Context: an optimization exercise on an open-source flow, tuned for small area, a short achievable clock period and few clock cycles. The choices shown serve that exercise and are no tape-out recipe. At most, simulation tests tie the RTL to the original design; equivalence was not proved. Power and IR drop assume default switching activity.

Design tdm_deframer, start of the top module:
module tdm_deframer (
    input  wire        clk,
    input  wire        rst,           
    input  wire        ev_valid,
    output wire        ev_ready,
    input  wire [7:0]  ev_hdr,
    input  wire [31:0] ev_pos,
    input  wire [31:0] ev_payload,
    output reg  [1:0]  want,          
    output wire        fatal,
    output wire        rec_valid,
    input  wire        rec_ready,
    output reg  [4:0]  rec_cls,
    output reg         rec_line,
    output reg  [3:0]  rec_slot,
    output reg  [3:0]  rec_field,
    output reg  [19:0] rec_value,
    output reg  [4:0]  rec_width,
    output reg  [31:0] rec_start,
    output reg  [31:0] rec_end
);
    localparam [2:0] K_FALL  = 3'd1,
                     K_RISE  = 3'd2,
                     K_END   = 3'd3,
                     K_RESET = 3'd4,
                     K_SETUP = 3'd6;
    localparam [2:0] PH_UNCONF    = 3'd0,
                     PH_AWAIT_1ST = 3'd1,
                     PH_AWAIT_FAL = 3'd2,
                     PH_AWAIT_RIS = 3'd3,
                     PH_ENDED     = 3'd4,
                     PH_CFG_ERR   = 3'd5;
    localparam [3:0] F_BIT = 4'd0, F_SLOTRAW = 4'd1, F_READY = 4'd2,
                     F_VALID = 4'd3, F_RSV = 4'd4, F_CODEC = 4'd5,
                     F_RW = 4'd6, F_ADDR = 4'd7, F_DATA = 4'd8, F_RAW = 4'd9;
    localparam [4:0] CLS_ERROR = 5'd31;
    reg  [2:0]  phase;
    reg  [31:0] last_new, last_old;
    reg         lp_new;
  ...
==> flow/config.mk <==
export PLATFORM = sky130hd
export DESIGN_NAME = tdm_deframer
export DESIGN_NICKNAME = tdm_deframer
export VERILOG_FILES = /design/flow/design.v
export SDC_FILE = /design/flow/constraint.sdc
export NUM_CORES = 4
export LEC_CHECK = 0
export CAP_MARGIN = 20
export CORE_MARGIN = 2
export CORE_UTILIZATION = 50
export CTS_CLUSTER_DIAMETER = 80
export CTS_CLUSTER_SIZE = 30
export PLACE_DENSITY = 0.65
export SLEW_MARGIN = 20
export TNS_END_PERCENT = 10
export SETUP_SLACK_MARGIN = 6.5
export BUFFER_PORTS_ARGS = -buffer_cell sky130_fd_sc_hd__buf_1
==> flow/constraint.sdc <==
create_clock -name core_clock -period 10.0 [get_ports {clk}]
set_input_delay 2.0000 -clock core_clock [delete_from_list [all_inputs] [get_ports {clk}]]
set_output_delay 2.0000 -clock core_clock [all_outputs]
set_load 0.01 [all_outputs]
standard.sh (not shown) runs the stock make flow with config.mk's settings and CLKGATE_MAP_FILE= SYNTH_SCRIPT=/design/flow/synth_recipe.tcl, a recipe that flattens the netlist after the stock synthesis.
==> flow/flow/run.sh <==
#!/bin/bash
# The standard layout (standard.sh: unchanged synthesis and ORFS steps) with two
# settings added to config.mk:
#  - every input and output port still gets a buffer, but a plain buf_1 rather than
#    the delay cell buffer_ports picks by default.
# standard.sh's full output goes to standard.log in this folder.
set -euo pipefail
cat >> config.mk <<'EOT'
export SETUP_SLACK_MARGIN = 6.5
export BUFFER_PORTS_ARGS = -buffer_cell sky130_fd_sc_hd__buf_1
EOT
bash standard.sh > standard.log 2>&1
The starting point ran to the end with no violations.
Then changed:
--- a/flow/design.v
+++ b/flow/design.v
@@ -30,18 +30,17 @@
                      PH_AWAIT_RIS = 3'd3,
                      PH_ENDED     = 3'd4,
                      PH_CFG_ERR   = 3'd5;
     localparam [3:0] F_BIT = 4'd0, F_SLOTRAW = 4'd1, F_READY = 4'd2,
                      F_VALID = 4'd3, F_RSV = 4'd4, F_CODEC = 4'd5,
                      F_RW = 4'd6, F_ADDR = 4'd7, F_DATA = 4'd8, F_RAW = 4'd9;
     localparam [4:0] CLS_ERROR = 5'd31;
     reg  [2:0]  phase;
-    reg  [31:0] last_new, last_old;
-    reg         lp_new;
+    reg  [31:0] last_pos;
     reg         last_pos_vld;
     reg         lat_out, lat_in;
     reg         hb;
     reg  [31:0] b_pos;
     reg         b_sync, b_first, b_lo, b_li;
     reg         hl;
     reg         hl_sync, hl_first;
     reg  [31:0] p_cur;          
@@ -72,34 +71,30 @@
             PH_AWAIT_1ST, PH_AWAIT_RIS: want = 2'd2;
             PH_AWAIT_FAL:               want = 2'd1;
             default:                    want = 2'd0;
         endcase
     end
     assign ev_ready = !(hb && hl);
     wire [2:0] kind     = ev_hdr[2:0];
     wire       hdr_rsvd = (kind == 3'd0) || (kind == 3'd7) || ev_hdr[7];
-    wire [31:0] last_pos = lp_new ? last_new : last_old;
-    wire       ev_take  = ev_valid && ev_ready && !hdr_rsvd;
     function [1:0] gt_merge;
         input [1:0] hi, lo;
-        gt_merge = {hi[1] | (hi[0] & lo[1]), hi[0] & lo[0]};
+        gt_merge = {hi[1] | (!hi[0] & lo[1]), hi[0] | (!hi[1] & lo[0])};
     endfunction
     reg  [1:0] gt_t [0:62];
     integer    g;
     always @(*) begin
         for (g = 0; g < 32; g = g + 1)
-            gt_t[31 + g] = {ev_pos[g] & !last_pos[g], ev_pos[g] ~^ last_pos[g]};
+            gt_t[31 + g] = {ev_pos[g] & !last_pos[g], !ev_pos[g] & last_pos[g]};
         for (g = 30; g >= 0; g = g - 1)
             gt_t[g] = gt_merge(gt_t[2 * g + 2], gt_t[2 * g + 1]);
     end
     wire       pos_ok   = !last_pos_vld || gt_t[0][1];
-    wire cand_fall = ev_take && (kind == K_FALL) && (phase == PH_AWAIT_FAL);
-    wire cand_rise = ev_take && (kind == K_RISE) &&
-                     ((phase == PH_AWAIT_1ST) || (phase == PH_AWAIT_RIS));
+    wire       ev_take  = ev_valid && ev_ready && !hdr_rsvd;
     wire do_setup = ev_take && (kind == K_SETUP);
     wire do_reset = ev_take && (kind == K_RESET) && (phase != PH_CFG_ERR);
     wire do_end   = ev_take && (kind == K_END) &&
                     (phase != PH_UNCONF) && (phase != PH_CFG_ERR);
     wire do_fall  = ev_take && (kind == K_FALL) && (phase == PH_AWAIT_FAL) && pos_ok;
     wire do_rise1 = ev_take && (kind == K_RISE) && (phase == PH_AWAIT_1ST) && pos_ok;
     wire do_rise  = ev_take && (kind == K_RISE) && (phase == PH_AWAIT_RIS) && pos_ok;
     wire do_rx    = do_rise1 || do_rise;
@@ -208,48 +203,43 @@
         if (do_reset) begin
             phase        <= (phase == PH_UNCONF) ? PH_UNCONF : PH_AWAIT_1ST;
             last_pos_vld <= 1'b0;
         end
         if (do_end) begin
             phase        <= PH_ENDED;
             last_pos_vld <= 1'b0;
         end
-        if (do_fall)
+        if (do_fall) begin
+            lat_out      <= ev_hdr[4];
+            lat_in       <= ev_hdr[5];
             phase        <= PH_AWAIT_RIS;
+        end
         if (do_rx)
             phase        <= PH_AWAIT_FAL;
-        if (do_fall || do_rx)
+        if (do_fall || do_rx) begin
+            last_pos     <= ev_pos;
             last_pos_vld <= 1'b1;
-        if (cand_fall) begin
-            lat_out      <= ev_hdr[4];
-            lat_in       <= ev_hdr[5];
-        end
-        if (cand_fall || cand_rise) begin
-            last_new     <= ev_pos;
-            lp_new       <= pos_ok;
-            if (lp_new)
-                last_old <= last_new;
         end
         if (b_free) begin
             if (hl) begin
-                b_pos   <= last_new;
+                b_pos   <= last_pos;
                 b_sync  <= hl_sync;
                 b_first <= hl_first;
             end else begin
                 b_pos   <= ev_pos;
                 b_sync  <= ev_hdr[3];
                 b_first <= (phase == PH_AWAIT_1ST);
             end
             b_lo <= lat_out;
             b_li <= lat_in;
         end
-        if (cand_rise) begin
+        if (do_rx) begin
             hl_sync  <= ev_hdr[3];
-            hl_first <= (phase == PH_AWAIT_1ST);
+            hl_first <= do_rise1;
         end
         hb <= b_free ? (hl || do_rx) : 1'b1;
         hl <= b_free ? 1'b0 : (hl || do_rx);
         if (!sv && hb && !b_first && rec_ready)
             bit_ph <= !bit_ph;
         if (sv && rec_ready) begin
             if (em_last) begin
                 sv <= 1'b0;
Effect:
- cell count falls by 1.6%
- final area falls by 6.4%
- worst setup slack gets worse by 0.0091 ns
- total power falls by 8.8%
- utilization rises by 1.2 points
- worst hold slack gets worse by 0.0091 ns
- combinational power rises by about 2%
- register-to-register slack hardly moves
- global-route usage rises by 0.45 points
- sequential cell count falls by 33
Testbench counts after the change, summed over its fixed seeds: cycles 36,275.
Function not checked in the first run of this note: the RTL went through the layout flow alone.

[static timing again, ports no longer ideal]
Ports are ideal in the flow. The routed layouts listed here were re-timed in OpenROAD. Step 1 sets driving cells, clkbuf_16 on the clock port and buf_2 on the other inputs (assumed; they add their load-dependent delay and slew). Step 2 times the ports against the registers' clock, not the clock port: input delays grow and output delays shrink by t, the midpoint of the rising clock arrivals with the driver on. Three values: ideal, step 1, step 2; two values: the first two.
| run | t, ns | slack for setup (ns) | clock arrival spread, ns | slew at the worst register clock pin (ns) | worst data-port slew with drivers (ns) |
|---|---|---|---|---|---|
| the first run | 0.591 | 6.019 / 5.963 / 5.529 | 0.039 / 0.039 | 0.12 / 0.12 | 0.05 |
| the second run | 0.577 | 6.010 / 5.955 / 5.548 | 0.031 / 0.030 | 0.12 / 0.12 | 0.04 |
After both steps setup and hold are still met in every run listed. For the first run, which loses most, drivers alone change the setup slack by -0.056 ns; drivers and shift together by -0.490 ns.
